This is an optimization exercise on Yosys and OpenROAD, whose aim is small area and a short achievable clock period, not a production implementation. In this exercise RTL edits were held to simulation tests only and were not proved equivalent to the original. Power is estimated from default activity; no workload was simulated.

Design spfc_packer, start of the top module:
module spfc_packer (
    input  wire        clk,
    input  wire        rst,
    input  wire        in_valid,
    input  wire [1:0]  in_op,
    input  wire [31:0] in_rg,
    input  wire [31:0] in_ba,
    input  wire [15:0] in_pk,
    output reg         out_valid,
    output wire [15:0] out_pk,
    output wire [31:0] out_rg,
    output wire [31:0] out_ba
);
export LEC_CHECK = 0
export CAP_MARGIN = 20
export CORE_MARGIN = 2
export CORE_UTILIZATION = 40
export SLEW_MARGIN = 20
create_clock -name core_clock -period 27.0 [get_ports {clk}]
standard.sh (not shown) runs the stock make flow with config.mk's settings and CLKGATE_MAP_FILE= SYNTH_SCRIPT=/design/flow/synth_recipe.tcl, a recipe that flattens the netlist after the stock synthesis.
==> flow/flow/run.sh <==
#!/bin/bash
# The standard layout (standard.sh), with plain buf_1 cells as the port
# buffers, and the resizer's setup repair aimed at a margin below the
# clock period so that it shortens the longest paths.
export BUFFER_PORTS_ARGS="-buffer_cell sky130_fd_sc_hd__buf_1"
bash standard.sh SETUP_SLACK_MARGIN=20.5 SETUP_MOVE_SEQUENCE=sizeup,swap SKIP_GATE_CLONING=1 RECOVER_POWER=100 finish > standard.log 2>&1
The starting point passed the timing, DRC and antenna checks.
Rerun with:
==> flow/flow/run.sh (replaced) <==
#!/bin/bash
# The standard layout (standard.sh), with plain buf_1 cells as the port
# buffers, and the resizer's setup repair aimed at a margin below the
# clock period so that it shortens the longest paths.
export BUFFER_PORTS_ARGS="-buffer_cell sky130_fd_sc_hd__buf_1"
bash standard.sh SETUP_SLACK_MARGIN=19.5 finish > standard.log 2>&1
Effect:
- The new run finished with timing, DRC and antenna clean
- setup slack improves by 0.41 ns
- flip-flop and latch count stays the same
- fmax rises by a few percent
- die area is unchanged
- power went down by roughly a tenth
- wire length went down by a few percent
- cell area shrinks by roughly a tenth
- synthesized area is unchanged
Rerun with:
--- a/flow/flow/run.sh
+++ b/flow/flow/run.sh
@@ -4,3 +4,3 @@
 # clock period so that it shortens the longest paths.
 export BUFFER_PORTS_ARGS="-buffer_cell sky130_fd_sc_hd__buf_1"
-bash standard.sh SETUP_SLACK_MARGIN=19.5 finish > standard.log 2>&1
+bash standard.sh SETUP_SLACK_MARGIN=20.5 finish > standard.log 2>&1
After rerunning:
- The new run completed with no timing, DRC or antenna violations
- synthesized cell count stays the same
- setup slack gets better by 0.23 ns
- cell count goes up by 4.3%
- wire length climbs by 15%
- total power rises by 23%
- area after synthesis does not change

---

## job 5361
Another version of the RTL of spfc_packer (not shown whole).
Size: roughly 380 cells after synthesis, ~22 flip-flops, ~170 I/O pins, ~2700 sq um of cells after synthesis.
export LEC_CHECK = 0
export CAP_MARGIN = 20
export CORE_MARGIN = 2
export CORE_UTILIZATION = 40
export SLEW_MARGIN = 20
create_clock -name core_clock -period 27.0 [get_ports {clk}]
==> flow/flow/run.sh <==
#!/bin/bash
# The standard layout (standard.sh) with three changes:
#  - synthesis maps the logic with the ABC script in flow/abc_map.script
#    (structural rewriting and area-recovering mapping) instead of ORFS's
#    speed script; everything else in synthesis, including the flip-flops,
#    is ORFS's and the standard flow's own;
#  - plain buf_1 cells as the port buffers;
#  - the resizer's setup repair aims at a margin below the clock period.
set -e
rm -rf scripts_abc
cp -r "$FLOW_HOME/scripts" scripts_abc
cp flow/abc_map.script scripts_abc/abc_area.script
export BUFFER_PORTS_ARGS="-buffer_cell sky130_fd_sc_hd__buf_1"
bash standard.sh SCRIPTS_DIR="$PWD/scripts_abc" ABC_AREA=1 synth > synth.log 2>&1
bash standard.sh SETUP_SLACK_MARGIN=19.5 CORE_UTILIZATION=50 finish > standard.log 2>&1
==> flow/flow/abc_map.script <==
&get -n
&st
&syn2
&dch -f
&nf -R 1000
&put
mfs2
&get -n
&st
&dch -f
&nf -R 1000
&put
mfs2
&get -n
&st
&dch -f
&nf -R 1000
&put
For job 899, these inputs were changed with respect to job 5361:
-- flow/flow/run.sh --
<<< job 5361, line 13
export BUFFER_PORTS_ARGS="-buffer_cell sky130_fd_sc_hd__buf_1"
bash standard.sh SCRIPTS_DIR="$PWD/scripts_abc" ABC_AREA=1 synth > synth.log 2>&1
bash standard.sh SETUP_SLACK_MARGIN=19.5 CORE_UTILIZATION=50 finish > standard.log 2>&1
>>> job 899, line 13
export BUFFER_PORTS_ARGS="-buffer_cell sky130_fd_sc_hd__buf_1"
bash standard.sh SCRIPTS_DIR="$PWD/scripts_abc" ABC_AREA=1 synth > synth.log 2>&1
bash standard.sh SETUP_SLACK_MARGIN=19.5 finish > standard.log 2>&1
==> flow/flow/abc_map.script <==
&get -n
&st
&dc2
&syn2
&dch -f
&nf -R 1000
&st
&syn2
&dch -f
&nf -R 1000
&st
&dch -f
&nf -R 1000
&put
- What job 899 reported for overall die width has to be multiplied by 0.887 to get the figure for job 5361.
- Job 899 finished all stages; the layout is clean.
- From job 5361 to job 899 the numbers moved as follows: post-layout worst setup margin higher, number of global-route vias before repair shows no meaningful change, first-iteration DRC count increased 18%, minimum clock period after layout shrank by 39 ps.
Edits applied to the flow inputs when going from job 899 to job 6399:
-- flow/flow/run.sh --
<<< job 899, line 13
export BUFFER_PORTS_ARGS="-buffer_cell sky130_fd_sc_hd__buf_1"
bash standard.sh SCRIPTS_DIR="$PWD/scripts_abc" ABC_AREA=1 synth > synth.log 2>&1
bash standard.sh SETUP_SLACK_MARGIN=19.5 finish > standard.log 2>&1
>>> job 6399, line 13
export BUFFER_PORTS_ARGS="-buffer_cell sky130_fd_sc_hd__buf_1"
bash standard.sh SCRIPTS_DIR="$PWD/scripts_abc" ABC_AREA=1 synth > synth.log 2>&1
bash standard.sh SETUP_SLACK_MARGIN=19.5 CORE_UTILIZATION=65 PLACE_DENSITY=0.75 finish > standard.log 2>&1
==> flow/flow/abc_map.script <==
&get -n
&st
&syn2
&dch -f
&nf -R 1000
&st
&dch -f
&nf -R 1000
&put
[summary]
- Compare job 899 and job 6399 | required time of the worst setup path higher: job 899
- ~same fraction of the yosys area taken by sequential cells in job 899 and job 6399
- The run showing the smaller number of standard-cell rows in the floorplan is job 6399.
- Number of instances in the synthesized netlist, job 899 and job 6399: higher on job 899
- Job 6399 — overall power of the completed layout 9.0 uW higher, job 899 as reference
- Compared to job 899, the router laid down less metal wire for job 6399.
- Sort job 899 and job 6399 by timing-limited maximum frequency, ascending, and job 899 comes first.
- [job 6399 vs job 899] relative area of clock buffers and inverters in the final design: higher in job 6399
#### Input delta (job 7215 over job 6399)
-- flow/flow/run.sh --
<<< job 6399, line 13
export BUFFER_PORTS_ARGS="-buffer_cell sky130_fd_sc_hd__buf_1"
bash standard.sh SCRIPTS_DIR="$PWD/scripts_abc" ABC_AREA=1 synth > synth.log 2>&1
bash standard.sh SETUP_SLACK_MARGIN=19.5 CORE_UTILIZATION=65 PLACE_DENSITY=0.75 finish > standard.log 2>&1
>>> job 7215, line 13
export BUFFER_PORTS_ARGS="-buffer_cell sky130_fd_sc_hd__buf_1"
bash standard.sh SCRIPTS_DIR="$PWD/scripts_abc" ABC_AREA=1 synth > synth.log 2>&1
bash standard.sh SETUP_SLACK_MARGIN=19.5 finish > standard.log 2>&1
Findings:
- Comparing job 6399 and job 7215, final-layout worst hold slack is lower on job 7215.
- Job 7215 ends up with a core utilization that is 31 points lower than in job 6399.
- Of job 6399 and job 7215, job 6399 shows the lower number of well-tap cells placed, with job 7215 above it.
- Run comparison: job 7215 slowest cell on the critical path maj3_1; job 6399 slowest cell on the critical path dfxtp_1
- | data arrival time of the critical path | lower: job 6399 |

[afterwards: timing with drivers on the ports]
How much do the figures lean on ideal ports? The routed layouts below were timed once more, with nothing changed but the port constraints. Step 1 (the two cells are an assumption about what drives the block):
set clk [get_ports {clk}]
set_driving_cell -lib_cell sky130_fd_sc_hd__clkbuf_16 $clk
set_driving_cell -lib_cell sky130_fd_sc_hd__buf_2 [delete_from_list [all_inputs] $clk]
Step 2 moves the port delays by t, midway between the first and last clock arrival at a register: inputs arrive t later, outputs are due t later. That takes back most of the time a late clock gives input paths. Slacks: ideal / step 1 / step 2; pairs: ideal / step 1.
run	t (ns)	setup slack, ns	worst hold slack (ns)	latest minus earliest clock arrival (ns)
the first run of note 1	0.283	19.139 / 19.137 / 18.854	5.282 / 5.281 / 5.564	0.004 / 0.004
the second run of note 1	0.283	19.547 / 19.550 / 19.266	5.287 / 5.290 / 5.574	0.001 / 0.001
the third run of note 1	0.284	19.777 / 19.752 / 19.468	5.280 / 5.280 / 5.564	0.004 / 0.004
job 5361	0.280	19.582 / 19.582 / 19.302	5.284 / 5.287 / 5.567	0.008 / 0.008
job 899	0.273	19.621 / 19.594 / 19.321	5.291 / 5.290 / 5.562	0.003 / 0.003
job 6399	0.285	19.661 / 19.636 / 19.438	5.293 / 5.296 / 5.581	0.008 / 0.008
job 7215	0.284	19.679 / 19.683 / 19.399	5.279 / 5.277 / 5.561	0.009 / 0.010
After both steps setup and hold are still met in every run listed. For the third run of note 1, which loses most, drivers alone change the setup slack by -0.025 ns; drivers and shift together by -0.309 ns.
